From an optimization exercise on the open Yosys and OpenROAD flow, aimed at small area, a short achievable clock period and few clock cycles; shortcuts taken in it are not production practice. Function was checked by simulation only, so behaviour that the tests miss may differ from the original.

===== design/flow/flow/run.sh =====
#!/bin/bash
# Own layout flow: the standard flow (standard.sh) with
#  - synthesis through flow/synth.tcl: the standard flow's script, but ABC maps with an
#    area-recovering script at a realistic delay target; no full-adder
#    extraction and yosys's own carry-lookahead mapping (registers unchanged);
#  - timing repair aiming below the 34 ns constraint (SETUP_SLACK_MARGIN),
#    so that the achieved period is short. The SDC is the standard flow's, unchanged.
# Every tool's output goes to the ORFS logs under orfs/logs; make's own
# output goes to flow_make.log in this folder.
set -euo pipefail
W=$PWD
export FLOW_ABC_DELAY_PS=6000
bash standard.sh \
  SYNTH_SCRIPT=$W/flow/synth.tcl \
  ADDER_MAP_FILE= \
  SYNTH_OPERATIONS_ARGS=-nofsm \
  SETUP_SLACK_MARGIN=25.2 \
  finish > $W/flow_make.log 2>&1

===== design/flow/flow/synth.tcl =====
# The standard flow's synthesis script (synth_recipe.tcl) with one change: ABC maps with
# yosys's own area-recovering script at a realistic delay target instead of
# ORFS's fixed minimum-delay script. Registers are mapped before ABC, exactly
# as in the standard synthesis.
proc synth {args} { yosys synth -nofsm -noshare {*}$args }
proc abc {args} {
  set out {}
  set skip 0
  foreach a $args {
    if {$skip} { set skip 0; continue }
    if {$a eq "-script" || $a eq "-D"} { set skip 1; continue }
    lappend out $a
  }
  yosys abc {*}$out -D $::env(FLOW_ABC_DELAY_PS)
}
source $::env(SCRIPTS_DIR)/synth.tcl
# left out here: clear keep_hierarchy, flatten, clean up, hide names made inside functions, write 1_2_yosys.v

===== design/flow/standard.sh =====
#!/bin/bash
# synth_recipe.tcl (not shown) runs the flow's synth.tcl, then flattens the netlist and writes it again
# the make line also repeats each setting of config.mk as NAME=value (left out here)
make -C /OpenROAD-flow-scripts/flow DESIGN_CONFIG=/design/flow/config.mk WORK_HOME=/design/flow/orfs CLKGATE_MAP_FILE= SYNTH_SCRIPT=/design/flow/synth_recipe.tcl "${@:-finish}"

===== design/flow/config.mk =====
export PLATFORM = sky130hd
export DESIGN_NAME = cprq_core
export DESIGN_NICKNAME = cprq_core
export VERILOG_FILES = /design/flow/design.v
export SDC_FILE = /design/flow/constraint.sdc
export NUM_CORES = 4
export LEC_CHECK = 0
export CAP_MARGIN = 20
export CORE_MARGIN = 2
export CORE_UTILIZATION = 40
export SLEW_MARGIN = 20

===== design/flow/constraint.sdc =====
create_clock -name core_clock -period 34.0 [get_ports {clk}]
set_input_delay 6.8000 -clock core_clock [delete_from_list [all_inputs] [get_ports {clk}]]
set_output_delay 6.8000 -clock core_clock [all_outputs]
set_load 0.01 [all_outputs]

===== design/flow/design.v =====
module cprq_nl (
    input  wire [31:0] a,
    input  wire        odd,
    output wire [5:0]  nz
);
    wire [31:0] y = {a[30:0] ^ {31{a[31]}}, a[31]};
    wire [8:0] b = y[31:23];
    wire [63:0] t;
    assign t[0] = b > (odd ? 9'd20 : 9'd20);
    assign t[1] = b > (odd ? 9'd29 : 9'd29);
    assign t[2] = b > (odd ? 9'd36 : 9'd36);
    assign t[3] = b > (odd ? 9'd42 : 9'd42);
    assign t[4] = b > (odd ? 9'd47 : 9'd47);
    assign t[5] = b > (odd ? 9'd51 : 9'd51);
    assign t[6] = b > (odd ? 9'd55 : 9'd55);
    assign t[7] = b > (odd ? 9'd59 : 9'd59);
    assign t[8] = b > (odd ? 9'd63 : 9'd63);
    assign t[9] = b > (odd ? 9'd67 : 9'd67);
    assign t[10] = b > (odd ? 9'd70 : 9'd70);
    assign t[11] = b > (odd ? 9'd73 : 9'd73);
    assign t[12] = b > (odd ? 9'd76 : 9'd76);
    assign t[13] = b > (odd ? 9'd79 : 9'd79);
    assign t[14] = b > (odd ? 9'd82 : 9'd82);
    assign t[15] = b > (odd ? 9'd85 : 9'd85);
    assign t[16] = b > (odd ? 9'd88 : 9'd88);
    assign t[17] = b > (odd ? 9'd91 : 9'd91);
    assign t[18] = b > (odd ? 9'd93 : 9'd93);
    assign t[19] = b > (odd ? 9'd96 : 9'd96);
    assign t[20] = b > (odd ? 9'd98 : 9'd98);
    assign t[21] = b > (odd ? 9'd101 : 9'd101);
    assign t[22] = b > (odd ? 9'd103 : 9'd103);
    assign t[23] = b > (odd ? 9'd106 : 9'd106);
    assign t[24] = b > (odd ? 9'd108 : 9'd108);
    assign t[25] = b > (odd ? 9'd110 : 9'd110);
    assign t[26] = b > (odd ? 9'd113 : 9'd113);
    assign t[27] = b > (odd ? 9'd115 : 9'd115);
    assign t[28] = b > (odd ? 9'd117 : 9'd117);
    assign t[29] = b > (odd ? 9'd119 : 9'd119);
    assign t[30] = b > (odd ? 9'd122 : 9'd122);
    assign t[31] = b > (odd ? 9'd124 : 9'd124);
    assign t[32] = b > (odd ? 9'd126 : 9'd126);
    assign t[33] = b > (odd ? 9'd128 : 9'd128);
    assign t[34] = b > (odd ? 9'd130 : 9'd130);
    assign t[35] = b > (odd ? 9'd132 : 9'd132);
    assign t[36] = b > (odd ? 9'd134 : 9'd134);
    assign t[37] = b > (odd ? 9'd136 : 9'd136);
    assign t[38] = b > (odd ? 9'd138 : 9'd138);
    assign t[39] = b > (odd ? 9'd140 : 9'd140);
    assign t[40] = b > (odd ? 9'd142 : 9'd142);
    assign t[41] = b > (odd ? 9'd144 : 9'd144);
    assign t[42] = b > (odd ? 9'd146 : 9'd146);
    assign t[43] = b > (odd ? 9'd148 : 9'd148);
    assign t[44] = b > (odd ? 9'd150 : 9'd150);
    assign t[45] = b > (odd ? 9'd152 : 9'd152);
    assign t[46] = b > (odd ? 9'd154 : 9'd154);
    assign t[47] = b > (odd ? 9'd156 : 9'd156);
    assign t[48] = b > (odd ? 9'd158 : 9'd158);
    assign t[49] = b > (odd ? 9'd160 : 9'd160);
    assign t[50] = b > (odd ? 9'd162 : 9'd162);
    assign t[51] = b > (odd ? 9'd164 : 9'd164);
    assign t[52] = b > (odd ? 9'd166 : 9'd166);
    assign t[53] = b > (odd ? 9'd167 : 9'd167);
    assign t[54] = b > (odd ? 9'd169 : 9'd169);
    assign t[55] = b > (odd ? 9'd171 : 9'd171);
    assign t[56] = b > (odd ? 9'd173 : 9'd173);
    assign t[57] = b > (odd ? 9'd174 : 9'd174);
    assign t[58] = b > (odd ? 9'd180 : 9'd180);
    assign t[59] = 1'b0;    
    assign t[60] = 1'b0;    
    assign t[61] = 1'b0;    
    assign t[62] = 1'b0;    
    assign t[63] = 1'b0;    
    wire [5:0] c;    
    assign c[5] = t[31];
    reg b4;
    always @(*) begin
        case (c[5:5])
            1'd0: b4 = t[15];
            1'd1: b4 = t[47];
            default: b4 = 1'b0;
        endcase
    end
    assign c[4] = b4;
    reg b3;
    always @(*) begin
        case (c[5:4])
            2'd0: b3 = t[7];
            2'd1: b3 = t[23];
            2'd2: b3 = t[39];
            2'd3: b3 = t[55];
            default: b3 = 1'b0;
        endcase
    end
    assign c[3] = b3;
    reg b2;
    always @(*) begin
        case (c[5:3])
            3'd0: b2 = t[3];
            3'd1: b2 = t[11];
            3'd2: b2 = t[19];
            3'd3: b2 = t[27];
            3'd4: b2 = t[35];
            3'd5: b2 = t[43];
            3'd6: b2 = t[51];
            3'd7: b2 = t[59];
            default: b2 = 1'b0;
        endcase
    end
    assign c[2] = b2;
    reg b1;
    always @(*) begin
        case (c[5:2])
            4'd0: b1 = t[1];
            4'd1: b1 = t[5];
            4'd2: b1 = t[9];
            4'd3: b1 = t[13];
            4'd4: b1 = t[17];
            4'd5: b1 = t[21];
            4'd6: b1 = t[25];
            4'd7: b1 = t[29];
            4'd8: b1 = t[33];
            4'd9: b1 = t[37];
            4'd10: b1 = t[41];
            4'd11: b1 = t[45];
            4'd12: b1 = t[49];
            4'd13: b1 = t[53];
            4'd14: b1 = t[57];
            4'd15: b1 = t[61];
            default: b1 = 1'b0;
        endcase
    end
    assign c[1] = b1;
    reg b0;
    always @(*) begin
        case (c[5:1])
            5'd0: b0 = t[0];
            5'd1: b0 = t[2];
            5'd2: b0 = t[4];
            5'd3: b0 = t[6];
            5'd4: b0 = t[8];
            5'd5: b0 = t[10];
            5'd6: b0 = t[12];
            5'd7: b0 = t[14];
            5'd8: b0 = t[16];
            5'd9: b0 = t[18];
            5'd10: b0 = t[20];
            5'd11: b0 = t[22];
            5'd12: b0 = t[24];
            5'd13: b0 = t[26];
            5'd14: b0 = t[28];
            5'd15: b0 = t[30];
            5'd16: b0 = t[32];
            5'd17: b0 = t[34];
            5'd18: b0 = t[36];
            5'd19: b0 = t[38];
            5'd20: b0 = t[40];
            5'd21: b0 = t[42];
            5'd22: b0 = t[44];
            5'd23: b0 = t[46];
            5'd24: b0 = t[48];
            5'd25: b0 = t[50];
            5'd26: b0 = t[52];
            5'd27: b0 = t[54];
            5'd28: b0 = t[56];
            5'd29: b0 = t[58];
            5'd30: b0 = t[60];
            5'd31: b0 = t[62];
            default: b0 = 1'b0;
        endcase
    end
    assign c[0] = b0;
    reg [31:0] kc;
    always @(*) begin
        case ({odd, c})
            7'd0: kc = 32'd175665023;
            7'd64: kc = 32'd175665160;
            7'd1: kc = 32'd248775551;
            7'd65: kc = 32'd248775376;
            7'd2: kc = 32'd305114495;
            7'd66: kc = 32'd305114814;
            7'd3: kc = 32'd352814975;
            7'd67: kc = 32'd352814644;
            7'd4: kc = 32'd395020415;
            7'd68: kc = 32'd395020018;
            7'd5: kc = 32'd433342847;
            7'd69: kc = 32'd433342958;
            7'd6: kc = 32'd468738431;
            7'd70: kc = 32'd468738646;
            7'd7: kc = 32'd501829247;
            7'd71: kc = 32'd501829552;
            7'd8: kc = 32'd533047679;
            7'd72: kc = 32'd533047582;
            7'd9: kc = 32'd562707071;
            7'd73: kc = 32'd562706700;
            7'd10: kc = 32'd591044735;
            7'd74: kc = 32'd591044338;
            7'd11: kc = 32'd618244991;
            7'd75: kc = 32'd618244816;
            7'd12: kc = 32'd644453759;
            7'd76: kc = 32'd644453402;
            7'd13: kc = 32'd669789311;
            7'd77: kc = 32'd669789590;
            7'd14: kc = 32'd694350719;
            7'd78: kc = 32'd694350230;
            7'd15: kc = 32'd718217855;
            7'd79: kc = 32'd718218108;
            7'd16: kc = 32'd741461375;
            7'd80: kc = 32'd741461174;
            7'd17: kc = 32'd764139647;
            7'd81: kc = 32'd764139562;
            7'd18: kc = 32'd786303359;
            7'd82: kc = 32'd786303262;
            7'd19: kc = 32'd807997055;
            7'd83: kc = 32'd807997570;
            7'd20: kc = 32'd829259903;
            7'd84: kc = 32'd829259974;
            7'd21: kc = 32'd850126463;
            7'd85: kc = 32'd850126404;
            7'd22: kc = 32'd870627455;
            7'd86: kc = 32'd870627318;
            7'd23: kc = 32'd890788991;
            7'd87: kc = 32'd890789270;
            7'd24: kc = 32'd910636415;
            7'd88: kc = 32'd910636474;
            7'd25: kc = 32'd930191999;
            7'd89: kc = 32'd930192356;
            7'd26: kc = 32'd949476479;
            7'd90: kc = 32'd949476446;
            7'd27: kc = 32'd968505983;
            7'd91: kc = 32'd968505924;
            7'd28: kc = 32'd987299711;
            7'd92: kc = 32'd987299536;
            7'd29: kc = 32'd1005871487;
            7'd93: kc = 32'd1005871338;
            7'd30: kc = 32'd1024235135;
            7'd94: kc = 32'd1024235388;
            7'd31: kc = 32'd1042404479;
            7'd95: kc = 32'd1042404968;
            7'd32: kc = 32'd1060391807;
            7'd96: kc = 32'd1060391788;
            7'd33: kc = 32'd1078207103;
            7'd97: kc = 32'd1078207566;
            7'd34: kc = 32'd1095861887;
            7'd98: kc = 32'd1095861672;
            7'd35: kc = 32'd1113364607;
            7'd99: kc = 32'd1113365044;
            7'd36: kc = 32'd1130725247;
            7'd100: kc = 32'd1130724706;
            7'd37: kc = 32'd1147951487;
            7'd101: kc = 32'd1147950816;
            7'd38: kc = 32'd1165050239;
            7'd102: kc = 32'd1165050402;
            7'd39: kc = 32'd1182030719;
            7'd103: kc = 32'd1182030492;
            7'd40: kc = 32'd1198897535;
            7'd104: kc = 32'd1198897334;
            7'd41: kc = 32'd1215657599;
            7'd105: kc = 32'd1215657956;
            7'd42: kc = 32'd1232316287;
            7'd106: kc = 32'd1232316268;
            7'd43: kc = 32'd1248878207;
            7'd107: kc = 32'd1248877732;
            7'd44: kc = 32'd1265347199;
            7'd108: kc = 32'd1265347036;
            7'd45: kc = 32'd1281726335;
            7'd109: kc = 32'd1281726524;
            7'd46: kc = 32'd1298017919;
            7'd110: kc = 32'd1298017756;
            7'd47: kc = 32'd1314221951;
            7'd111: kc = 32'd1314222296;
            7'd48: kc = 32'd1330337663;
            7'd112: kc = 32'd1330337018;
            7'd49: kc = 32'd1346358911;
            7'd113: kc = 32'd1346358800;
            7'd50: kc = 32'd1362276479;
            7'd114: kc = 32'd1362276706;
            7'd51: kc = 32'd1378073471;
            7'd115: kc = 32'd1378073556;
            7'd52: kc = 32'd1393716863;
            7'd116: kc = 32'd1393716544;
            7'd53: kc = 32'd1409147519;
            7'd117: kc = 32'd1409147876;
            7'd54: kc = 32'd1424245631;
            7'd118: kc = 32'd1424245716;
            7'd55: kc = 32'd1438737023;
            7'd119: kc = 32'd1438737486;
            7'd56: kc = 32'd1451822975;
            7'd120: kc = 32'd1451822644;
            7'd57: kc = 32'd1459618175;
            7'd121: kc = 32'd1459617974;
            7'd58: kc = 32'd1509949823;
            7'd122: kc = 32'd1509949830;
            default: kc = 32'hffffffff;
        endcase
    end
    wire [5:0] f = c + {5'd0, y > kc};
    wire [5:0] lim = odd ? 6'd57 : 6'd58;
    assign nz = (f > lim) ? 6'd1 : (odd ? 6'd58 - f : 6'd59 - f);
endmodule
module cprq_div3_26 (
    input  wire [25:0] x,
    output wire [25:0] q,
    output wire [1:0] r
);
    function [3:0] step;    
        input [1:0] ri;
        input [1:0] d;
        begin
            case ({ri, d})
                4'd0: step = {2'd0, 2'd0};
                4'd1: step = {2'd0, 2'd1};
                4'd2: step = {2'd0, 2'd2};
                4'd3: step = {2'd1, 2'd0};
                4'd4: step = {2'd1, 2'd1};
                4'd5: step = {2'd1, 2'd2};
                4'd6: step = {2'd2, 2'd0};
                4'd7: step = {2'd2, 2'd1};
                4'd8: step = {2'd2, 2'd2};
                4'd9: step = {2'd3, 2'd0};
                4'd10: step = {2'd3, 2'd1};
                4'd11: step = {2'd3, 2'd2};
                default: step = 4'd0;
            endcase
        end
    endfunction
    wire [1:0] rr [0:13];
    assign rr[13] = 2'd0;
    genvar i;
    generate
        for (i = 12; i >= 0; i = i - 1) begin : g_step
            wire [3:0] o = step(rr[i+1], x[2*i+1:2*i]);
            assign q[2*i+1:2*i] = o[3:2];
            assign rr[i] = o[1:0];
        end
    endgenerate
    assign r = rr[0];
endmodule
module cprq_div25_12 (
    input  wire [4:0] ri,
    input  wire [11:0] x,
    output wire [11:0] q,
    output wire [4:0] r
);
    function [6:0] step;    
        input [4:0] ri;
        input [1:0]  dg;
        begin
            case ({ri, dg})
                7'd0: step = {2'd0, 5'd0};
                7'd1: step = {2'd0, 5'd1};
                7'd2: step = {2'd0, 5'd2};
                7'd3: step = {2'd0, 5'd3};
                7'd4: step = {2'd0, 5'd4};
                7'd5: step = {2'd0, 5'd5};
                7'd6: step = {2'd0, 5'd6};
                7'd7: step = {2'd0, 5'd7};
                7'd8: step = {2'd0, 5'd8};
                7'd9: step = {2'd0, 5'd9};
                7'd10: step = {2'd0, 5'd10};
                7'd11: step = {2'd0, 5'd11};
                7'd12: step = {2'd0, 5'd12};
                7'd13: step = {2'd0, 5'd13};
                7'd14: step = {2'd0, 5'd14};
                7'd15: step = {2'd0, 5'd15};
                7'd16: step = {2'd0, 5'd16};
                7'd17: step = {2'd0, 5'd17};
                7'd18: step = {2'd0, 5'd18};
                7'd19: step = {2'd0, 5'd19};
                7'd20: step = {2'd0, 5'd20};
                7'd21: step = {2'd0, 5'd21};
                7'd22: step = {2'd0, 5'd22};
                7'd23: step = {2'd0, 5'd23};
                7'd24: step = {2'd0, 5'd24};
                7'd25: step = {2'd1, 5'd0};
                7'd26: step = {2'd1, 5'd1};
                7'd27: step = {2'd1, 5'd2};
                7'd28: step = {2'd1, 5'd3};
                7'd29: step = {2'd1, 5'd4};
                7'd30: step = {2'd1, 5'd5};
                7'd31: step = {2'd1, 5'd6};
                7'd32: step = {2'd1, 5'd7};
                7'd33: step = {2'd1, 5'd8};
                7'd34: step = {2'd1, 5'd9};
                7'd35: step = {2'd1, 5'd10};
                7'd36: step = {2'd1, 5'd11};
                7'd37: step = {2'd1, 5'd12};
                7'd38: step = {2'd1, 5'd13};
                7'd39: step = {2'd1, 5'd14};
                7'd40: step = {2'd1, 5'd15};
                7'd41: step = {2'd1, 5'd16};
                7'd42: step = {2'd1, 5'd17};
                7'd43: step = {2'd1, 5'd18};
                7'd44: step = {2'd1, 5'd19};
                7'd45: step = {2'd1, 5'd20};
                7'd46: step = {2'd1, 5'd21};
                7'd47: step = {2'd1, 5'd22};
                7'd48: step = {2'd1, 5'd23};
                7'd49: step = {2'd1, 5'd24};
                7'd50: step = {2'd2, 5'd0};
                7'd51: step = {2'd2, 5'd1};
                7'd52: step = {2'd2, 5'd2};
                7'd53: step = {2'd2, 5'd3};
                7'd54: step = {2'd2, 5'd4};
                7'd55: step = {2'd2, 5'd5};
                7'd56: step = {2'd2, 5'd6};
                7'd57: step = {2'd2, 5'd7};
                7'd58: step = {2'd2, 5'd8};
                7'd59: step = {2'd2, 5'd9};
                7'd60: step = {2'd2, 5'd10};
                7'd61: step = {2'd2, 5'd11};
                7'd62: step = {2'd2, 5'd12};
                7'd63: step = {2'd2, 5'd13};
                7'd64: step = {2'd2, 5'd14};
                7'd65: step = {2'd2, 5'd15};
                7'd66: step = {2'd2, 5'd16};
                7'd67: step = {2'd2, 5'd17};
                7'd68: step = {2'd2, 5'd18};
                7'd69: step = {2'd2, 5'd19};
                7'd70: step = {2'd2, 5'd20};
                7'd71: step = {2'd2, 5'd21};
                7'd72: step = {2'd2, 5'd22};
                7'd73: step = {2'd2, 5'd23};
                7'd74: step = {2'd2, 5'd24};
                7'd75: step = {2'd3, 5'd0};
                7'd76: step = {2'd3, 5'd1};
                7'd77: step = {2'd3, 5'd2};
                7'd78: step = {2'd3, 5'd3};
                7'd79: step = {2'd3, 5'd4};
                7'd80: step = {2'd3, 5'd5};
                7'd81: step = {2'd3, 5'd6};
                7'd82: step = {2'd3, 5'd7};
                7'd83: step = {2'd3, 5'd8};
                7'd84: step = {2'd3, 5'd9};
                7'd85: step = {2'd3, 5'd10};
                7'd86: step = {2'd3, 5'd11};
                7'd87: step = {2'd3, 5'd12};
                7'd88: step = {2'd3, 5'd13};
                7'd89: step = {2'd3, 5'd14};
                7'd90: step = {2'd3, 5'd15};
                7'd91: step = {2'd3, 5'd16};
                7'd92: step = {2'd3, 5'd17};
                7'd93: step = {2'd3, 5'd18};
                7'd94: step = {2'd3, 5'd19};
                7'd95: step = {2'd3, 5'd20};
                7'd96: step = {2'd3, 5'd21};
                7'd97: step = {2'd3, 5'd22};
                7'd98: step = {2'd3, 5'd23};
                7'd99: step = {2'd3, 5'd24};
                default: step = {2'd0, 5'd0};
            endcase
        end
    endfunction
    wire [4:0] rr [0:6];
    assign rr[6] = ri;
    genvar i;
    generate
        for (i = 5; i >= 0; i = i - 1) begin : g_step
            wire [6:0] o = step(rr[i+1], x[2*i+1:2*i]);
            assign q[2*i+1:2*i] = o[6:5];
            assign rr[i] = o[4:0];
        end
    endgenerate
    assign r = rr[0];
endmodule
module cprq_alt_enc (
    input  wire        present,
    input  wire [31:0] w,
    output wire [11:0] ac
);
    wire signed [23:0] x = w[31:8];
    wire        neg = w[7] ? (x < -24'sd1013) : (x < -24'sd1012);
    wire        big = w[7] ? (x > 24'sd50186) : (x > 24'sd50187);
    wire [15:0] k;
    cprq_add #(.W(16)) u_add (.a(w[23:8]), .b(16'd1012), .ci(w[7]), .s(k));
    wire [11:0] q;
    wire [4:0]  r_unused;
    cprq_div25_12 u_div (.ri({1'b0, k[15:12]}), .x(k[11:0]), .q(q), .r(r_unused));
    wire [10:0] idx = neg ? 11'd0 : big ? 11'd2047 : q[10:0];
    assign ac = present ? {idx[10:4], 1'b1, idx[3:0]} : 12'h000;
endmodule
module cprq_ss_cmp (
    input  wire [31:0] w,
    output wire        gt
);
    wire [30:0] x = w[30:0] ^ {31{w[31]}};    
    assign gt = (x > 31'd256000) | (w[31] & (x == 31'd256000));
endmodule
module cprq_vel_enc (
    input  wire        present,
    input  wire [31:0] w,
    input  wire        ss,
    output wire [10:0] code
);
    wire [30:0] x   = w[30:0] ^ {31{w[31]}};    
    wire        big = |x[30:20];
    wire [20:0] t   = {1'b0, x[19:0]} + (ss ? 21'd1536 : 21'd384) + {20'd0, w[31]};
    wire        sat = big | (ss ? t[20] : |t[20:18]);
    wire [9:0]  mag = sat ? 10'd1023 : (ss ? t[19:10] : t[17:8]);
    assign code = present ? {w[31], mag} : 11'h000;
endmodule
module cprq_vr_enc (
    input  wire        present,
    input  wire [31:0] w,
    output wire [9:0]  code
);
    wire [30:0] x   = w[30:0] ^ {31{w[31]}};
    wire [24:0] t   = {1'b0, x[23:0]} + 25'd24576 + {24'd0, w[31]};
    wire        sat = (|x[30:24]) | t[24] | t[23];
    wire [8:0]  mag = sat ? 9'd511 : t[22:14];
    assign code = present ? {w[31], mag} : 10'h000;
endmodule
module cprq_lat_even (
    input  wire [31:0] a,
    output wire [23:0] s,
    output wire [8:0]  er
);
    wire [25:0] y  = {a[31], a[31:7]} + 26'd1 + {25'd0, a[6]};
    wire [25:0] yb = y + 26'h1800000;                   
    wire [25:0] q;
    wire [1:0]  r;
    cprq_div3_26 u_div (.x(yb), .q(q), .r(r));
    assign s  = {~q[23], q[22:0]};                      
    assign er = {r, ~a[6], a[5:0]};                     
endmodule
module cprq_zq_mul (
    input  wire [5:0]  n,
    input  wire [31:0] w,
    output wire [28:0] u
);
    wire signed [37:0] p = $signed(w) * $signed({1'b0, n}) + 38'sd11520;
    assign u = p[37:9];
endmodule
module cprq_zq_div (
    input  wire [28:0] u,
    output wire [16:0] code
);
    function [2:0] m5;           
        input [3:0] x;
        begin
            case (x)
                4'd0: m5 = 3'd0;
                4'd1: m5 = 3'd1;
                4'd2: m5 = 3'd2;
                4'd3: m5 = 3'd3;
                4'd4: m5 = 3'd4;
                4'd5: m5 = 3'd0;
                4'd6: m5 = 3'd1;
                4'd7: m5 = 3'd2;
                4'd8: m5 = 3'd3;
                4'd9: m5 = 3'd4;
                4'd10: m5 = 3'd0;
                4'd11: m5 = 3'd1;
                4'd12: m5 = 3'd2;
                4'd13: m5 = 3'd3;
                4'd14: m5 = 3'd4;
                4'd15: m5 = 3'd0;
                default: m5 = 3'd0;
            endcase
        end
    endfunction
    function [2:0] a5;           
        input [2:0] a, b;
        begin
            case ({a, b})
                6'd0: a5 = 3'd0;
                6'd1: a5 = 3'd1;
                6'd2: a5 = 3'd2;
                6'd3: a5 = 3'd3;
                6'd4: a5 = 3'd4;
                6'd8: a5 = 3'd1;
                6'd9: a5 = 3'd2;
                6'd10: a5 = 3'd3;
                6'd11: a5 = 3'd4;
                6'd12: a5 = 3'd0;
                6'd16: a5 = 3'd2;
                6'd17: a5 = 3'd3;
                6'd18: a5 = 3'd4;
                6'd19: a5 = 3'd0;
                6'd20: a5 = 3'd1;
                6'd24: a5 = 3'd3;
                6'd25: a5 = 3'd4;
                6'd26: a5 = 3'd0;
                6'd27: a5 = 3'd1;
                6'd28: a5 = 3'd2;
                6'd32: a5 = 3'd4;
                6'd33: a5 = 3'd0;
                6'd34: a5 = 3'd1;
                6'd35: a5 = 3'd2;
                6'd36: a5 = 3'd3;
                default: a5 = 3'd0;
            endcase
        end
    endfunction
    function [3:0] m9;           
        input [5:0] x;
        begin
            case (x)
                6'd0: m9 = 4'd0;
                6'd1: m9 = 4'd1;
                6'd2: m9 = 4'd2;
                6'd3: m9 = 4'd3;
                6'd4: m9 = 4'd4;
                6'd5: m9 = 4'd5;
                6'd6: m9 = 4'd6;
                6'd7: m9 = 4'd7;
                6'd8: m9 = 4'd8;
                6'd9: m9 = 4'd0;
                6'd10: m9 = 4'd1;
                6'd11: m9 = 4'd2;
                6'd12: m9 = 4'd3;
                6'd13: m9 = 4'd4;
                6'd14: m9 = 4'd5;
                6'd15: m9 = 4'd6;
                6'd16: m9 = 4'd7;
                6'd17: m9 = 4'd8;
                6'd18: m9 = 4'd0;
                6'd19: m9 = 4'd1;
                6'd20: m9 = 4'd2;
                6'd21: m9 = 4'd3;
                6'd22: m9 = 4'd4;
                6'd23: m9 = 4'd5;
                6'd24: m9 = 4'd6;
                6'd25: m9 = 4'd7;
                6'd26: m9 = 4'd8;
                6'd27: m9 = 4'd0;
                6'd28: m9 = 4'd1;
                6'd29: m9 = 4'd2;
                6'd30: m9 = 4'd3;
                6'd31: m9 = 4'd4;
                6'd32: m9 = 4'd5;
                6'd33: m9 = 4'd6;
                6'd34: m9 = 4'd7;
                6'd35: m9 = 4'd8;
                6'd36: m9 = 4'd0;
                6'd37: m9 = 4'd1;
                6'd38: m9 = 4'd2;
                6'd39: m9 = 4'd3;
                6'd40: m9 = 4'd4;
                6'd41: m9 = 4'd5;
                6'd42: m9 = 4'd6;
                6'd43: m9 = 4'd7;
                6'd44: m9 = 4'd8;
                6'd45: m9 = 4'd0;
                6'd46: m9 = 4'd1;
                6'd47: m9 = 4'd2;
                6'd48: m9 = 4'd3;
                6'd49: m9 = 4'd4;
                6'd50: m9 = 4'd5;
                6'd51: m9 = 4'd6;
                6'd52: m9 = 4'd7;
                6'd53: m9 = 4'd8;
                6'd54: m9 = 4'd0;
                6'd55: m9 = 4'd1;
                6'd56: m9 = 4'd2;
                6'd57: m9 = 4'd3;
                6'd58: m9 = 4'd4;
                6'd59: m9 = 4'd5;
                6'd60: m9 = 4'd6;
                6'd61: m9 = 4'd7;
                6'd62: m9 = 4'd8;
                6'd63: m9 = 4'd0;
                default: m9 = 4'd0;
            endcase
        end
    endfunction
    function [3:0] a9;           
        input [3:0] a, b;
        begin
            case ({a, b})
                8'd0: a9 = 4'd0;
                8'd1: a9 = 4'd1;
                8'd2: a9 = 4'd2;
                8'd3: a9 = 4'd3;
                8'd4: a9 = 4'd4;
                8'd5: a9 = 4'd5;
                8'd6: a9 = 4'd6;
                8'd7: a9 = 4'd7;
                8'd8: a9 = 4'd8;
                8'd16: a9 = 4'd1;
                8'd17: a9 = 4'd2;
                8'd18: a9 = 4'd3;
                8'd19: a9 = 4'd4;
                8'd20: a9 = 4'd5;
                8'd21: a9 = 4'd6;
                8'd22: a9 = 4'd7;
                8'd23: a9 = 4'd8;
                8'd24: a9 = 4'd0;
                8'd32: a9 = 4'd2;
                8'd33: a9 = 4'd3;
                8'd34: a9 = 4'd4;
                8'd35: a9 = 4'd5;
                8'd36: a9 = 4'd6;
                8'd37: a9 = 4'd7;
                8'd38: a9 = 4'd8;
                8'd39: a9 = 4'd0;
                8'd40: a9 = 4'd1;
                8'd48: a9 = 4'd3;
                8'd49: a9 = 4'd4;
                8'd50: a9 = 4'd5;
                8'd51: a9 = 4'd6;
                8'd52: a9 = 4'd7;
                8'd53: a9 = 4'd8;
                8'd54: a9 = 4'd0;
                8'd55: a9 = 4'd1;
                8'd56: a9 = 4'd2;
                8'd64: a9 = 4'd4;
                8'd65: a9 = 4'd5;
                8'd66: a9 = 4'd6;
                8'd67: a9 = 4'd7;
                8'd68: a9 = 4'd8;
                8'd69: a9 = 4'd0;
                8'd70: a9 = 4'd1;
                8'd71: a9 = 4'd2;
                8'd72: a9 = 4'd3;
                8'd80: a9 = 4'd5;
                8'd81: a9 = 4'd6;
                8'd82: a9 = 4'd7;
                8'd83: a9 = 4'd8;
                8'd84: a9 = 4'd0;
                8'd85: a9 = 4'd1;
                8'd86: a9 = 4'd2;
                8'd87: a9 = 4'd3;
                8'd88: a9 = 4'd4;
                8'd96: a9 = 4'd6;
                8'd97: a9 = 4'd7;
                8'd98: a9 = 4'd8;
                8'd99: a9 = 4'd0;
                8'd100: a9 = 4'd1;
                8'd101: a9 = 4'd2;
                8'd102: a9 = 4'd3;
                8'd103: a9 = 4'd4;
                8'd104: a9 = 4'd5;
                8'd112: a9 = 4'd7;
                8'd113: a9 = 4'd8;
                8'd114: a9 = 4'd0;
                8'd115: a9 = 4'd1;
                8'd116: a9 = 4'd2;
                8'd117: a9 = 4'd3;
                8'd118: a9 = 4'd4;
                8'd119: a9 = 4'd5;
                8'd120: a9 = 4'd6;
                8'd128: a9 = 4'd8;
                8'd129: a9 = 4'd0;
                8'd130: a9 = 4'd1;
                8'd131: a9 = 4'd2;
                8'd132: a9 = 4'd3;
                8'd133: a9 = 4'd4;
                8'd134: a9 = 4'd5;
                8'd135: a9 = 4'd6;
                8'd136: a9 = 4'd7;
                default: a9 = 4'd0;
            endcase
        end
    endfunction
    function [33:0] csa;         
        input [16:0] a, b, c;
        begin
            csa = {((a & b) | (a & c) | (b & c)), a ^ b ^ c};
        end
    endfunction
    wire [2:0] n0 = m5(u[3:0]);
    wire [2:0] n1 = m5(u[7:4]);
    wire [2:0] n2 = m5(u[11:8]);
    wire [2:0] n3 = m5(u[15:12]);
    wire [2:0] n4 = m5(u[19:16]);
    wire [2:0] n5 = m5(u[23:20]);
    wire [2:0] n6 = m5(u[27:24]);
    wire [2:0] n01 = a5(n0, n1);
    wire [2:0] n23 = a5(n2, n3);
    wire [2:0] n45 = a5(n4, n5);
    wire [2:0] n6s = a5(n6, {u[28], 2'b00});
    wire [2:0] n03 = a5(n01, n23);
    wire [2:0] n47 = a5(n45, n6s);
    wire [2:0] r5  = a5(n03, n47);
    wire [3:0] k0 = m9(u[5:0]);
    wire [3:0] k1 = m9(u[11:6]);
    wire [3:0] k2 = m9(u[17:12]);
    wire [3:0] k3 = m9(u[23:18]);
    wire [3:0] k4 = m9({2'b00, u[27:24]});
    wire [3:0] k01 = a9(k0, k1);
    wire [3:0] k23 = a9(k2, k3);
    wire [3:0] k4s = a9(k4, {2'b00, u[28], 1'b0});
    wire [3:0] k03 = a9(k01, k23);
    wire [3:0] r9  = a9(k03, k4s);
    reg [16:0] rinv;             
    always @(*) begin
        rinv = 17'd0;
        case ({r5, r9})
            {3'd0, 4'd0}: rinv = 17'd0;
            {3'd0, 4'd1}: rinv = 17'd58254;
            {3'd0, 4'd2}: rinv = 17'd116508;
            {3'd0, 4'd3}: rinv = 17'd43690;
            {3'd0, 4'd4}: rinv = 17'd101944;
            {3'd0, 4'd5}: rinv = 17'd29127;
            {3'd0, 4'd6}: rinv = 17'd87381;
            {3'd0, 4'd7}: rinv = 17'd14563;
            {3'd0, 4'd8}: rinv = 17'd72817;
            {3'd1, 4'd0}: rinv = 17'd52428;
            {3'd1, 4'd1}: rinv = 17'd110683;
            {3'd1, 4'd2}: rinv = 17'd37865;
            {3'd1, 4'd3}: rinv = 17'd96119;
            {3'd1, 4'd4}: rinv = 17'd23301;
            {3'd1, 4'd5}: rinv = 17'd81555;
            {3'd1, 4'd6}: rinv = 17'd8738;
            {3'd1, 4'd7}: rinv = 17'd66992;
            {3'd1, 4'd8}: rinv = 17'd125246;
            {3'd2, 4'd0}: rinv = 17'd104857;
            {3'd2, 4'd1}: rinv = 17'd32039;
            {3'd2, 4'd2}: rinv = 17'd90294;
            {3'd2, 4'd3}: rinv = 17'd17476;
            {3'd2, 4'd4}: rinv = 17'd75730;
            {3'd2, 4'd5}: rinv = 17'd2912;
            {3'd2, 4'd6}: rinv = 17'd61166;
            {3'd2, 4'd7}: rinv = 17'd119421;
            {3'd2, 4'd8}: rinv = 17'd46603;
            {3'd3, 4'd0}: rinv = 17'd26214;
            {3'd3, 4'd1}: rinv = 17'd84468;
            {3'd3, 4'd2}: rinv = 17'd11650;
            {3'd3, 4'd3}: rinv = 17'd69905;
            {3'd3, 4'd4}: rinv = 17'd128159;
            {3'd3, 4'd5}: rinv = 17'd55341;
            {3'd3, 4'd6}: rinv = 17'd113595;
            {3'd3, 4'd7}: rinv = 17'd40777;
            {3'd3, 4'd8}: rinv = 17'd99032;
            {3'd4, 4'd0}: rinv = 17'd78643;
            {3'd4, 4'd1}: rinv = 17'd5825;
            {3'd4, 4'd2}: rinv = 17'd64079;
            {3'd4, 4'd3}: rinv = 17'd122333;
            {3'd4, 4'd4}: rinv = 17'd49516;
            {3'd4, 4'd5}: rinv = 17'd107770;
            {3'd4, 4'd6}: rinv = 17'd34952;
            {3'd4, 4'd7}: rinv = 17'd93206;
            {3'd4, 4'd8}: rinv = 17'd20388;
            default: rinv = 17'd0;
        endcase
    end
    wire [16:0] x  = u[16:0];
    wire [16:0] t0 = x;
    wire [16:0] t1 = x << 2;
    wire [16:0] t2 = x << 5;
    wire [16:0] t3 = ~(x << 7);       
    wire [16:0] t4 = x << 12;
    wire [16:0] t5 = x << 14;
    wire [33:0] c1 = csa(t0, t1, t2);
    wire [33:0] c2 = csa(t3, t4, t5);
    wire [33:0] c3 = csa(c1[16:0], {c1[32:17], 1'b1}, c2[16:0]);    
    wire [33:0] c4 = csa(c3[16:0], {c3[32:17], 1'b0}, {c2[32:17], 1'b0});
    wire [33:0] c5 = csa(c4[16:0], {c4[32:17], 1'b0}, rinv);
    cprq_add #(.W(17)) u_add (.a(c5[16:0]), .b({c5[32:17], 1'b0}), .ci(1'b0), .s(code));
endmodule
module cprq_add #(parameter W = 16, parameter L = 5) (    
    input  wire [W-1:0] a,
    input  wire [W-1:0] b,
    input  wire         ci,
    output wire [W-1:0] s
);
    wire [W:0] g0 = {a & b, ci};
    wire [W:0] p0 = {a ^ b, 1'b0};
    wire [W:0] g [0:L];
    wire [W:0] p [0:L];
    assign g[0] = g0;
    assign p[0] = p0;
    genvar k, i;
    generate
        for (k = 0; k < L; k = k + 1) begin : g_lvl
            for (i = 0; i <= W; i = i + 1) begin : g_bit
                if (((i >> k) & 1) == 1) begin : g_comb
                    localparam integer J = ((i >> k) << k) - 1;    
                    assign g[k+1][i] = g[k][i] | (p[k][i] & g[k][J]);
                    assign p[k+1][i] = p[k][i] & p[k][J];
                end else begin : g_pass
                    assign g[k+1][i] = g[k][i];
                    assign p[k+1][i] = p[k][i];
                end
            end
        end
    endgenerate
    assign s = (a ^ b) ^ g[L][W-1:0];
endmodule
module cprq_core (
    input  wire         clk,
    input  wire         rst,             
    input  wire         cmd_valid,
    output reg          cmd_ready,
    input  wire [31:0]  cmd_hdr,
    input  wire [31:0]  cmd_addr,
    input  wire [31:0]  cmd_a,
    input  wire [31:0]  cmd_b,
    input  wire [31:0]  cmd_c,
    output reg          rsp_valid,
    input  wire         rsp_ready,
    output reg  [1:0]   rsp_status,
    output reg          rsp_f0v,
    output reg          rsp_f1v,
    output reg  [111:0] rsp_frame0,
    output wire [111:0] rsp_frame1,
    output reg          crc_req_valid,
    input  wire         crc_req_ready,
    output reg  [87:0]  crc_req_msg,
    input  wire         crc_rsp_valid,
    output reg          crc_rsp_ready,
    input  wire [23:0]  crc_rsp_val
);
    localparam [1:0] OP_MKPOS = 2'b01,
                     OP_MKALT = 2'b10,
                     OP_MKVEL = 2'b11;
    localparam [4:0] TYPE_ALT = 5'd0,
                     TYPE_POS = 5'd17,
                     TYPE_VEL = 5'd19;
    localparam [2:0] P0 = 3'd0, P1 = 3'd1, P2 = 3'd2, P3 = 3'd3, P4 = 3'd4;
    reg [2:0]  ph;
    reg [6:0]  c_hdr;
    reg [23:0] c_addr;
    reg [31:0] c_a, c_b, c_c;
    reg [28:0] zq_r;        
    reg [5:0]  nz;
    reg        m_wait;      
    reg        m_slot;      
    reg        m_last;      
    reg [87:0] nmsg;        
    reg        n_v;
    reg        n_slot;
    reg        n_last;
    reg [58:0] f1_lo;       
    assign rsp_frame1 = {rsp_frame0[111:59] & {53{rsp_f1v}}, f1_lo};
    wire [1:0] op      = c_hdr[1:0];
    wire [1:0] variant = c_hdr[3:2];
    wire       pa      = c_hdr[4];
    wire       pb      = c_hdr[5];
    wire       pc      = c_hdr[6];
    wire       is_err  = (op == 2'b00) || (variant == 2'b11);
    wire       is_pos  = (op == OP_MKPOS) && (variant != 2'b11);
    wire [7:0] fb      = (variant == 2'b01) ? 8'h95 : 8'h92;
    wire       imf     = (variant == 2'b10);
    wire [11:0] ac;
    wire        ss, ss_a, ss_b;
    wire [10:0] ens, eew;
    wire [9:0]  evr;
    cprq_alt_enc u_alt (.present(pc), .w(c_c), .ac(ac));
    cprq_ss_cmp  u_ssa (.w(c_a), .gt(ss_a));
    cprq_ss_cmp  u_ssb (.w(c_b), .gt(ss_b));
    assign ss = (pa & ss_a) | (pb & ss_b);
    cprq_vel_enc u_ns  (.present(pa), .w(c_a), .ss(ss), .code(ens));
    cprq_vel_enc u_ew  (.present(pb), .w(c_b), .ss(ss), .code(eew));
    cprq_vr_enc  u_vr  (.present(pc), .w(c_c), .code(evr));
    wire [23:0] se_w;
    wire [8:0]  er_unused;
    cprq_lat_even u_late (.a(c_a), .s(se_w), .er(er_unused));
    wire        nl_odd = (ph == P2);
    wire [5:0]  nz_w;
    cprq_nl u_nl (.a(c_a), .odd(nl_odd), .nz(nz_w));
    wire        zq_lat = (ph == P1);
    wire [28:0] zq_u;
    cprq_zq_mul u_zq1 (.n(zq_lat ? 6'd59 : nz), .w(zq_lat ? c_a : c_b), .u(zq_u));
    wire [16:0] xz_w;
    cprq_zq_div u_zq2 (.u(zq_r), .code(xz_w));
    wire [31:0] head   = {fb, c_addr};
    wire [55:0] me_pos = {TYPE_POS, 2'b00, imf, c_c[11:0], 1'b0, 1'b0, c_c[28:12], xz_w};
    wire [55:0] me_alt = {TYPE_ALT, 2'b00, imf, ac, 1'b0, 1'b0, 34'd0};
    wire [2:0]  st     = ss ? 3'd2 : 3'd1;
    wire [55:0] me_vel = {TYPE_VEL, st, imf, 4'b0000, eew, ens, 1'b1, evr, 2'b00, 8'h00};
    wire [87:0] first_msg = {head, is_pos ? me_pos : (op == OP_MKALT) ? me_alt : me_vel};
    wire ans       = m_wait && crc_rsp_valid && crc_rsp_ready;
    wire msg_free  = !(crc_req_valid || m_wait) || ans;
    wire n_to_m    = n_v && msg_free;                        
    wire n_free    = !n_v || n_to_m;
    wire short_rdy = (ph == P1) && !is_pos && !is_err;       
    wire pos_rdy   = (ph == P3);                             
    wire c_to_m    = (short_rdy || pos_rdy) && msg_free && !n_v;
    wire c_to_n    = short_rdy && !c_to_m && n_free;
    wire odd_to_n  = (ph == P4) && n_free;
    wire err_done  = (ph == P1) && is_err && !crc_req_valid && !m_wait && !n_v && !rsp_valid;
    wire rsp_take  = rsp_valid && rsp_ready;
    wire last_ans  = ans && m_last;
    wire n_v_n     = (c_to_n || odd_to_n) || (n_v && !n_to_m);
    reg [2:0] ph_n;
    always @(*) begin
        ph_n = ph;
        case (ph)
            P0: ph_n = P0;
            P1: if (is_pos) ph_n = P2;
                else if (c_to_m || c_to_n || err_done) ph_n = P0;
            P2: ph_n = P3;
            P3: if (c_to_m) ph_n = P4;
            P4: if (odd_to_n) ph_n = P0;
            default: ph_n = P0;
        endcase
        if (cmd_valid && cmd_ready)
            ph_n = P1;
    end
    always @(posedge clk) begin
        if (rst) begin
            ph            <= P0;
            cmd_ready     <= 1'b0;
            crc_req_valid <= 1'b0;
            m_wait        <= 1'b0;
            n_v           <= 1'b0;
            rsp_valid     <= 1'b0;
            crc_rsp_ready <= 1'b0;
        end else begin
            ph        <= ph_n;
            cmd_ready <= (ph_n == P0) || ((ph_n == P4) && !n_v_n);
            if (crc_req_valid && crc_req_ready) begin
                crc_req_valid <= 1'b0;
                m_wait        <= 1'b1;
            end
            if (ans)
                m_wait <= 1'b0;
            if (n_to_m || c_to_m)
                crc_req_valid <= 1'b1;
            n_v <= n_v_n;
            if (rsp_take)
                rsp_valid <= 1'b0;
            if (last_ans || err_done)
                rsp_valid <= 1'b1;
            crc_rsp_ready <= !((last_ans || err_done) || (rsp_valid && !rsp_take));
        end
        if (cmd_ready) begin
            c_hdr  <= cmd_hdr[6:0];
            c_addr <= cmd_addr[23:0];
            c_a    <= cmd_a;
            c_b    <= cmd_b;
            c_c    <= cmd_c;
        end else begin
            if (ph == P1 && is_pos) begin
                c_c[28:0] <= {se_w[16:0], ac};
                nz    <= nz_w;
                zq_r  <= zq_u;
            end
            if (ph == P2) begin
                nz    <= nz_w;
                c_a[16:0] <= xz_w;
                zq_r  <= zq_u;
            end
            if (ph == P3 && c_to_m)
                zq_r  <= zq_u;
        end
        if (odd_to_n) begin
            nmsg[34:0] <= {1'b1, c_a[16:0], xz_w};
            n_slot <= 1'b1;
            n_last <= 1'b1;
        end else if (c_to_n) begin
            nmsg   <= first_msg;
            n_slot <= 1'b0;
            n_last <= 1'b1;
        end
        if (n_to_m) begin
            if (!n_slot)
                crc_req_msg[87:35] <= nmsg[87:35];
            crc_req_msg[34:0] <= nmsg[34:0];
            m_slot      <= n_slot;
            m_last      <= n_last;
        end else if (c_to_m) begin
            crc_req_msg <= first_msg;
            m_slot      <= 1'b0;
            m_last      <= !is_pos;
        end
        if (ans) begin
            if (m_slot) begin
                f1_lo   <= {crc_req_msg[34:0], crc_rsp_val};
                rsp_f1v <= 1'b1;
            end else begin
                rsp_frame0 <= {crc_req_msg, crc_rsp_val};
                rsp_f0v    <= 1'b1;
                f1_lo      <= 59'd0;
                rsp_f1v    <= 1'b0;
            end
            rsp_status <= 2'b00;
        end
        if (err_done) begin
            rsp_frame0 <= 112'd0;
            f1_lo      <= 59'd0;
            rsp_f0v    <= 1'b0;
            rsp_f1v    <= 1'b0;
            rsp_status <= (op == 2'b00) ? 2'b10 : 2'b01;
        end
    end
endmodule

==> results of run 1 <==
cells by family after synthesis:
logic type / after synthesis / synth area share, %
AOI/OAI and AO/OA: 1647 / 23.8
xor gates and xnor gates: 523 / 11.1
adders and majority gates: 66 / 1.49
buffers and inverters: 473 / 4.43
DFF: 536 / 31.4
muxes: 96 / 2.24
other: 2 / 0.0169
and+or+nand+nor: 2489 / 25.5
final timing paths:
| path | end | slack (ns) | cells past startpoint |
|---|---|---|---|
| min reg2reg | nmsg[58] | 0.45 | 0 |
| max reg2reg | nz[5] | 24.76 | 40 |
| min | nmsg[58] | 0.45 | 0 |
| max | nz[5] | 24.76 | 40 |
critical path, delay by kind of cell, from the launching register on:
family	cells	cell delay, ns
compound gates	17	3.47
buf+inv	9	1.57
simple gates	12	3.12
xor+xnor	2	0.30
flops	1	0.51
state kept, by name (all words and copies together), names as in the netlist, 6 cells and up:
| name | flops |
|---|---|
| rsp_frame0 | 103 |
| crc_req_msg | 78 |
| nmsg | 78 |
| f1_lo | 59 |
| c_a | 32 |
| c_b | 32 |
| c_c | 32 |
| zq_r | 29 |
| c_addr | 24 |
| c_hdr | 7 |
| nz | 6 |
Yosys cell counts, types with 40 or more instances:
cell      instances
o21ai_0         373
nor3_1          218
o21a_1           59
and2_1           93
nor2_1          723
nand2_1         895
nand2b_1         82
o22ai_1          56
xnor2_1         335
maj3_1           65
or2_2            46
o211ai_1         50
nand3_1         122
inv_1           120
mux2i_1          71
edfxtp_1        321
nand4_1          40
xor2_1          161
nor2b_1          75
dfxtp_1         215
nor4_1           42
a31oi_1          80
a21oi_1         494
clkbuf_1        276
layer usage:
layer	share of wire (%)	global-route usage, %	vias up
met5	0.054	0	-
met1	41	38.7	22400
met4	5.3	13.4	14
met2	45	46.7	2111
li1	-	-	22000
met3	8.5	5.07	512
area by class of cell:
class	instances	share of cell area, %
Antenna cell	5	0.0218
Multi-Input combinational cell	4847	54.4
Inverter	121	0.791
Tap cell	1488	3.24
Timing Repair Buffer	768	13.4
Clock buffer	82	2.86
Clock inverter	32	0.963
Sequential cell	536	24.3
stage by stage:
stage / util (%) / setup slack [ns] / hold WS [ns]
finish: 52.1 / 24.76 / 0.447
global route: 52.1 / 24.51 / 0.462
CTS: 50.3 / 24.92 / 0.449
detailed placement: 45.5 / 21.22 / 0.432
global placement: 45.5 / 21.12 / 0.431
floorplan: - / 24.60 / 0.426
layout by cell type (no fill, tap or decap), drive strengths merged, types with 38 or more instances in the layout:
master and count:
nor3 221, o22ai 56, o21a 62, nand2b 82, o31ai 43, or2 52
a21o 38, o21ai 402, maj3 66, and3 39, nor4 47, dfxtp 215
a21oi 498, o211ai 51, nand2 897, nor2b 75, a31oi 83, and2 96
buf 295, nand3 123, mux2i 72, nand4 42, inv 121, nor2 727
xnor2 343, dlygate4sd2 40, a211oi 40, clkbuf 85, edfxtp 321, xor2 165
clkdlybuf4s50 411
repair_timing:
item | CTS | global route
setup endpoints to repair | 377 | 183
buffers inserted | 131 | 87
gates resized for setup | 337 | 239
endpoints found under the hold margin | 0 | 0
pin swaps | 74 | 89
cloned | 20 | 5
==> flow_summary.toml, run 1 <==
[route]
vias_per_cell = 5.97
dr.first_iter.drc_count = 4809
final_antenna_net_count = 0
wl_per_cell_um = 22.4
vias = 47100
routed_wl_mm = 177
first_pass_iters = 6
drc = 0

[placed_design]
dp_hpwl_mm = 124
port_buffers = 456
gp_congestion = 0.967
placed_area_mm2 = 0.0502
numPlacedInstances = 7517

[cts]
hold_buffers = 0
clk_latency_ns = 0.73
clkTransAtPathRegs_ns = 0.07
clock_sinks = 536
htree_levels = 2
cts_tree = "yes"
clockBufferDepth = 3
cts_root_buf = "clkbuf_16"
numCtsBuffers = 60

[timing]
fin_crit_ns = 9.24
min_period_over_period_pct = 27.2
drv_slew = 0
finalSetupTns_ns = 0
tightest_slew_ns = 1.14
relSlewSlack_pct = 23.4
fmax_mhz = 108
fin_skew_ns = 0.104
hold_viol_final = 0
rsz0062_at_grt = "yes"
finalSetupViolCount = 0

[logic_synthesis]
avgSynthCellArea_um2 = 7.60
synth_seq_area_share_pct = 31.4
synth.area.top_cells = "edfxtp_1 (22%), dfxtp_1 (9.7%), nand2_1 (7.6%)"
synth.largest_area_cell = "edfxtp_1"
synthArstFlopShare_pct = 0
synth-edff-count = 321
yosysUniqueCellTypes = 125
netlist_area_mm2 = 0.0443
ys_ff_latch = 536
synthFlopType = "edfxtp_1"
syn_inst = 5832
synth_top_area_share_pct = 21.7
yosys_warnings = 7

[worst_setup_path]
critPathSlowestCell = "edfxtp_1"
crit_path_max_incr_delay_ns = 0.51
reg2reg_from = "c_a[31]"
cp.required_ns = 34.44
startpoint = "c_a[31]"
worstPathMaxFanout = 13
critPathLaunchType = "flop"
worst-endpoint-arrival_ns = 9.69
end_kind = "flop"
worst-setup-path-type = "reg -> reg"

[grt]
antenna_found_initial = 15
grt_usage_pct = 29.3
grt-ovfl-total = 0
grt_pass1_vias = 42300
grt_max_degree = 85
grt_pass1_wl_mm = 259

[final_layout]
num-fill-cells = 10400
area_growth_pct = 29.6
final_nets = 6524
final_cells = 7879
design_area_mm2 = 0.0575
multi_input_area_mm2 = 0.0313
register_area_mm2 = 0.0140
drive_gt1_share_pct = 14.3

[floorplan]
die_h_um = 337
core_mm2 = 0.110
pin_count = 510
num_rows = 122
initial_utilization_pct = 40.2
die_area_mm2 = 0.114
die_w_um = 337

[min_path]
hold_path.class = "reg -> reg"
worstHoldStart = "c_addr[2]"

[job]
drv_cap = 0

[status]
status = "timing/DRC/antenna clean"
Testbench counts, summed over its fixed seeds: cycles 4,802.
==> run 2, diff against run 1 <==
--- a/design/flow/design.v
+++ b/design/flow/design.v
@@ -917,7 +917,7 @@
     reg        m_wait;      
     reg        m_slot;      
     reg        m_last;      
-    reg [87:0] nmsg;        
+    reg [59:0] nmsg;
     reg        n_v;
     reg        n_slot;
     reg        n_last;
@@ -960,6 +960,14 @@
     wire [2:0]  st     = ss ? 3'd2 : 3'd1;
     wire [55:0] me_vel = {TYPE_VEL, st, imf, 4'b0000, eew, ens, 1'b1, evr, 2'b00, 8'h00};
     wire [87:0] first_msg = {head, is_pos ? me_pos : (op == OP_MKALT) ? me_alt : me_vel};
+    wire [32:0] short_pay = (op == OP_MKVEL) ? {ss, eew, ens, evr} : {21'd0, ac};
+    wire [1:0]  n_var  = nmsg[59:58];
+    wire        n_imf  = (n_var == 2'b10);
+    wire [32:0] n_pay  = nmsg[32:0];
+    wire [55:0] n_alt  = {TYPE_ALT, 2'b00, n_imf, n_pay[11:0], 1'b0, 1'b0, 34'd0};
+    wire [55:0] n_vel  = {TYPE_VEL, n_pay[32] ? 3'd2 : 3'd1, n_imf, 4'b0000, n_pay[31:21],
+                          n_pay[20:10], 1'b1, n_pay[9:0], 2'b00, 8'h00};
+    wire [87:0] n_msg  = {(n_var == 2'b01) ? 8'h95 : 8'h92, nmsg[56:33], nmsg[57] ? n_vel : n_alt};
     wire ans       = m_wait && crc_rsp_valid && crc_rsp_ready;
     wire msg_free  = !(crc_req_valid || m_wait) || ans;
     wire n_to_m    = n_v && msg_free;                        
@@ -1040,14 +1048,14 @@
             n_slot <= 1'b1;
             n_last <= 1'b1;
         end else if (c_to_n) begin
-            nmsg   <= first_msg;
+            nmsg   <= {variant, op == OP_MKVEL, c_addr, short_pay};
             n_slot <= 1'b0;
             n_last <= 1'b1;
         end
         if (n_to_m) begin
             if (!n_slot)
-                crc_req_msg[87:35] <= nmsg[87:35];
-            crc_req_msg[34:0] <= nmsg[34:0];
+                crc_req_msg[87:35] <= n_msg[87:35];
+            crc_req_msg[34:0] <= n_slot ? nmsg[34:0] : n_msg[34:0];
             m_slot      <= n_slot;
             m_last      <= n_last;
         end else if (c_to_m) begin
==> run 2 against run 1 <==
Compared with the run above: highest routed layer unchanged; clock-buffer cell count up 3; non-clock buffer count up 118; largest cell class unchanged; still clean; register-to-register slack better by 0.06 ns; critical path depth up 1; synthesized area down 1.9%; sequential share of layout area down 1.1 points.
==> flow_summary.toml, run 2 <==
[cts]
clockBufferDepth = 3
numCtsBuffers = 58
clk_latency_ns = 0.72
cts_tree = "yes"
cts_root_buf = "clkbuf_16"
htree_levels = 2
hold_buffers = 0
clkTransAtPathRegs_ns = 0.06
clock_sinks = 518

[final_layout]
num-fill-cells = 9977
area_growth_pct = 33.1
top_register = "rsp_frame0"
multi_input_area_mm2 = 0.0313
final_cell_mix = "nand2_1 (763), nor2_1 (561), a21oi_1 (440)"
final_nets = 6455
largest_register_ffs = 103
register_area_mm2 = 0.0134
drive_gt1_share_pct = 17.4
final_common_cell = "nand2_1"
top_regs = "rsp_frame0 (103), crc_req_msg (78), nmsg (60)"

[logic_synthesis]
ys_top_cells_by_count = "nand2_1 (790), nor2_1 (615), a21oi_1 (480)"
syn_inst = 5631
ys_ff_latch = 518
yosys_warnings = 7
synth.area.top_cells = "edfxtp_1 (21%), dfxtp_1 (9.9%), xnor2_1 (6.8%)"
synth_seq_area_share_pct = 30.8
synth.largest_area_cell = "edfxtp_1"
yosysUniqueCellTypes = 120
netlist_area_mm2 = 0.0435
avgSynthCellArea_um2 = 7.73
synth_top_area_share_pct = 20.9
synthFlopType = "edfxtp_1"
synth-edff-count = 303
yosysMostFrequentCell = "nand2_1"
synthArstFlopShare_pct = 0

[timing]
rsz0062_at_grt = "yes"
relSlewSlack_pct = 22.6
finalSetupViolCount = 0
min_period_over_period_pct = 27.0
finalSetupTns_ns = 0
fin_crit_ns = 9.19
tightest_slew_ns = 1.16
hold_slack_ns = 0.448
drv_slew = 0
fmax_mhz = 109
fin_skew_ns = 0.115
hold_viol_final = 0

[route]
vias_per_cell = 6.13
first_pass_iters = 11
final_antenna_net_count = 0
drc = 0
routed_wl_mm = 183
wl_per_cell_um = 23.7
vias = 47400
dr.first_iter.drc_count = 5652

[floorplan]
initial_utilization_pct = 40.5
num_rows = 120
die_h_um = 334
die_w_um = 334
pin_count = 510
core_mm2 = 0.108
die_area_mm2 = 0.111

[placed_design]
port_buffers = 456
gp_congestion = 0.995
dp_hpwl_mm = 128

[status]
status = "timing/DRC/antenna clean"

[worst_setup_path]
critPathLaunchType = "flop"
crit_path_max_incr_delay_ns = 0.45
setup.reg_to_reg.worst_slack_ns = 24.81
crit_top_cell = "buf_12"
worst-endpoint-arrival_ns = 9.62
worst-setup-path-type = "reg -> reg"
worstPathMaxFanout = 8
r2r_end = "nz[0]"
reg2reg_from = "c_a[31]"
reg2regPathDepth = 41
end_kind = "flop"
critPathSlowestCell = "edfxtp_1"
cp.required_ns = 34.43

[grt]
grt_pass1_vias = 42700
grt-ovfl-total = 0
antenna_found_initial = 12
grt_usage_pct = 30.8
grt_max_degree = 78
grt_pass1_wl_mm = 267

[min_path]
hold_end = "nmsg[36]"
worstHoldStart = "c_addr[3]"
worstHoldPathCells = 0
hold_path.class = "reg -> reg"

[job]
drv_cap = 0
==> run 2: timing repair <==
action,4_1_cts,5_1_grt
gates cloned,19,3
pin swaps,102,116
setup buffers,195,141
endpoints found under the setup margin,206,89
gates resized for setup,426,270
==> run 2: worst max-delay path, delay by kind of cell (launching register included) <==
kind | cells | cell delay [ns]
xor+xnor | 1 | 0.15
simple gates | 16 | 3.19
buf+inv | 9 | 1.50
compound gates | 15 | 3.62
flops | 1 | 0.45
==> run 2: metrics by stage <==
step,area (um^2),setup slack [ns],util (%),cells
floorplan,44000,24.66,-,5649
global placement,49500,20.90,46.0,7249
detailed placement,49500,21.06,46.0,7249
global route,57900,24.66,53.9,7721
CTS,55600,25.02,51.7,7573
finish,57900,24.81,53.9,7721
==> run 2: worst max path at each step <==
stage                     cells after the start           from  slack [ns]     endpoint
after floorplan                              16  crc_rsp_valid       24.66  u_zq2.k2[2]
after global routing                         41        c_a[31]       24.66        nz[0]
after global placement                       33        c_a[31]       20.90        nz[2]
after detailed placement                     35        c_a[31]       21.06        nz[2]
after CTS                                    41        c_a[31]       25.02        nz[0]
final                                        41        c_a[31]       24.81        nz[0]
==> run 2: final cells by class <==
type	count	area share, %
clock buffers	85	2.97
inverters	151	1.01
diodes	3	0.0130
well taps	1403	3.03
repair buffers	886	14.9
multi-input cells	4650	54.1
flip-flops and latches	518	23.2
clock inverters	25	0.728
==> run 2: cell families after synthesis <==
family                     after synthesis  synth area share (%)
buffers and inverters                  486                  4.64
DFF                                    518                  30.8
muxes                                   98                  2.32
other                                    2                0.0173
xor gates and xnor gates               538                  11.5
and+or+nand+nor                       2190                  23.0
adders and majority gates               75                  1.73
AOI/OAI and AO/OA                     1724                  26.0
==> run 2: layer usage <==
metal / global-route usage, % / up-vias / part of all wire, %
li1: - / 21700 / -
met5: 0 / - / 0.040
met1: 40.0 / 22300 / 40
met2: 49.7 / 2698 / 45
met3: 5.71 / 601 / 9.4
met4: 13.6 / 10 / 5.4
Testbench counts of run 2, summed over its fixed seeds: cycles 4,802.
==> run 3, diff against run 2 <==
--- a/design/flow/flow/run.sh
+++ b/design/flow/flow/run.sh
@@ -4,7 +4,9 @@
 #    area-recovering script at a realistic delay target; no full-adder
 #    extraction and yosys's own carry-lookahead mapping (registers unchanged);
 #  - timing repair aiming below the 34 ns constraint (SETUP_SLACK_MARGIN),
-#    so that the achieved period is short. The SDC is the standard flow's, unchanged.
+#    so that the achieved period is short. The SDC is the standard flow's, unchanged;
+#  - every port still gets its buffer, but a plain buf_1 (BUFFER_PORTS_ARGS)
+#    instead of the delay cell buffer_ports picks by default.
 # Every tool's output goes to the ORFS logs under orfs/logs; make's own
 # output goes to flow_make.log in this folder.
 set -euo pipefail
@@ -15,4 +17,5 @@
   ADDER_MAP_FILE= \
   SYNTH_OPERATIONS_ARGS=-nofsm \
   SETUP_SLACK_MARGIN=25.2 \
+  'BUFFER_PORTS_ARGS=-buffer_cell sky130_fd_sc_hd__buf_1' \
   finish > $W/flow_make.log 2>&1
==> run 3 against run 2 <==
Compared with the run above: non-clock buffer count decreased by 54; critical endpoint unchanged; first-iteration DRC count decreased by 14%; worst setup slack improved by 0.13 ns; critical path depth increased by 4; largest cell class unchanged; design area decreased by 6.0%; via count decreased by 1.5%; cell count decreased by 0.65%.
==> flow_summary.toml, run 3 <==
[status]
status = "timing/DRC/antenna clean"

[route]
final_antenna_net_count = 0
drc = 0
vias_per_cell = 6.08
vias = 46600
routed_wl_mm = 178
dr.first_iter.drc_count = 4868
first_pass_iters = 7
wl_per_cell_um = 23.3

[placed_design]
dp_hpwl_mm = 127
port_buffers = 456
gp_congestion = 1.00
numPlacedInstances = 7257

[worst_setup_path]
startpoint = "c_a[31]"
crit_path_max_incr_delay_ns = 0.49
cp.required_ns = 34.44
reg2reg_from = "c_a[31]"
critPathSlowestCell = "or4_4"
worst-endpoint-arrival_ns = 9.50
crit_buf_inv = 13
crit_top_cell = "buf_4"
end_kind = "flop"
r2r_end = "nz[0]"
worst-setup-path-type = "reg -> reg"
critPathLaunchType = "flop"
reg2regPathDepth = 45
cp.depth = 45
cp-endpoint = "nz[0]"
worstPathMaxFanout = 10
setup.reg_to_reg.worst_slack_ns = 24.94
worst_path_dominant_cell_family = "simple AND/OR/NAND/NOR gates"

[timing]
drv_slew = 0
finalSetupTns_ns = 0
finalSetupViolCount = 0
fin_skew_ns = 0.0801
relSlewSlack_pct = 22.3
min_period_over_period_pct = 26.7
tightest_slew_ns = 1.16
fmax_mhz = 110
fin_crit_ns = 9.06
rsz0062_at_grt = "yes"
hold_viol_final = 0

[logic_synthesis]
netlist_area_mm2 = 0.0435
synth_seq_area_share_pct = 30.8
yosysUniqueCellTypes = 120
synth_top_area_share_pct = 20.9
yosysMostFrequentCell = "nand2_1"
synth-edff-count = 303
synthFlopType = "edfxtp_1"
synthArstFlopShare_pct = 0
yosys_warnings = 7
ys_ff_latch = 518
syn_inst = 5631
synth.area.top_cells = "edfxtp_1 (21%), dfxtp_1 (9.9%), xnor2_1 (6.8%)"
ys_top_cells_by_count = "nand2_1 (790), nor2_1 (615), a21oi_1 (480)"
synth.largest_area_cell = "edfxtp_1"
avgSynthCellArea_um2 = 7.73

[final_layout]
final_common_cell = "nand2_1"
drive_gt1_share_pct = 16.7
top_regs = "rsp_frame0 (103), crc_req_msg (78), nmsg (60)"
final_cells = 7671
final_nets = 6401
largest_register_ffs = 103
num-fill-cells = 10300
final_cell_mix = "nand2_1 (763), nor2_1 (563), buf_1 (454)"
area_growth_pct = 25.0
top_register = "rsp_frame0"

[cts]
clock_sinks = 518
cts_tree = "yes"
numCtsBuffers = 59
cts_root_buf = "clkbuf_16"
hold_buffers = 0
clkTransAtPathRegs_ns = 0.06
clockBufferDepth = 3
htree_levels = 2
clk_latency_ns = 0.72

[grt]
grt_usage_pct = 30.0
grt_pass1_wl_mm = 261
grt_max_degree = 78
antenna_found_initial = 9
grt-ovfl-total = 0
grt_pass1_vias = 42000

[floorplan]
die_w_um = 334
num_rows = 120
die_area_mm2 = 0.111
core_mm2 = 0.108
pin_count = 510
die_h_um = 334
initial_utilization_pct = 40.5

[min_path]
hold_path.class = "reg -> reg"

[job]
drv_cap = 0
==> run 3: cell types whose count changed in the layout (fill, tap and decap cells not counted), sizes merged, moves of 5 or more <==
cell           delta
buf             +401
clkbuf            -6
clkdlybuf4s50   -415
clkinvlp          +5
dlygate4sd2      -27
dlymetal6s2s     -13
==> run 3: final cells by class <==
type	instances	area (um^2)	area share (%)
Clock inverter	34	465	0.855
Clock buffer	78	1640	3.01
Timing Repair inverter	1	5.00	0.00920
Timing Repair Buffer	832	5250	9.65
Sequential cell	518	13400	24.7
Tap cell	1403	1760	3.23
Multi-Input combinational cell	4648	31300	57.5
Inverter	151	576	1.06
Antenna cell	6	15.0	0.0276
==> run 3: how the worst min path moves through the flow <==
stage / from / to / slack, ns / cells after the start
finish: c_addr[12] / nmsg[45] / 0.45 / 0
global route: c_addr[23] / nmsg[56] / 0.46 / 0
CTS: c_addr[12] / nmsg[45] / 0.45 / 0
detailed placement: c_addr[12] / nmsg[45] / 0.43 / 0
global placement: c_addr[19] / nmsg[52] / 0.43 / 0
floorplan: c_addr[2] / nmsg[35] / 0.43 / 0
==> run 3: worst register-to-register path: cells and delay by family (launching register included) <==
kind / cells / cell delay [ns]
compound gates: 15 / 3.01
flops: 1 / 0.44
buf+inv: 13 / 1.97
simple gates: 16 / 3.24
xor+xnor: 1 / 0.21
==> run 3: cell families (layout without fill, tap and decap cells) <==
kind of cell               after synthesis  count (layout)  synth area share (%)
AOI/OAI and AO/OA                     1724            1725                  26.0
xor gates and xnor gates               538             538                  11.5
adders and majority gates               75              75                  1.73
buffers and inverters                  486            1096                  4.64
DFF                                    518             518                  30.8
muxes                                   98              99                  2.32
other                                    2              26                0.0173
and+or+nand+nor                       2190            2191                  23.0
==> run 3: per-stage QoR <==
step	area [um^2]	utilization, %	setup slack, ns	hold WS (ns)
floorplan	44000	-	24.66	0.426
global placement	46700	43.4	21.18	0.429
detailed placement	46700	43.5	21.41	0.434
CTS	52000	48.4	24.98	0.450
global route	54400	50.6	24.74	0.456
finish	54400	50.6	24.94	0.451
==> run 3: routing by layer <==
layer  track usage (%)  up-vias  share of wire (%)
met5                 0        -             0.0062
met4              11.6        2                4.3
met3              5.79      429                9.0
met2              47.6     2313                 45
met1              40.1    22300                 42
li1                  -    21600                  -
==> run 3: what timing repair did <==
item	4_1_cts	5_1_grt
setup endpoints to repair	127	152
resized for setup	334	299
gates cloned	12	4
setup buffers	148	132
pin swaps	84	120

[afterwards: timing with drivers on the ports]
In the flow no input, the clock included, has a driving cell. The finished layouts below were timed again as built, in two steps. Step 1, drivers: a clkbuf_16 drives clk and a buf_2 each remaining input, both assumed. Step 2 also shifts input and output timing later by t, the mid clock arrival at the registers, as if the neighbouring blocks saw the same clock. Slacks: no drivers / after step 1 / after step 2; pairs: no drivers / after step 1.
run | shift t [ns] | setup WS [ns] | hold WS [ns] | slew at the worst register clock pin (ns) | pins driven straight from the clock port
run 1 | 0.750 | 24.756 / 24.756 / 24.526 | 0.447 / 0.447 / 0.447 | 0.07 / 0.07 | 1
run 2 | 0.740 | 24.811 / 24.811 / 24.445 | 0.448 / 0.448 / 0.448 | 0.07 / 0.07 | 1
run 3 | 0.750 | 24.938 / 24.938 / 24.318 | 0.451 / 0.451 / 0.451 | 0.07 / 0.07 | 1
After both steps every run listed still meets setup and hold. For run 3, which loses most, drivers alone change the setup slack by 0.000 ns; drivers and shift together by -0.620 ns.
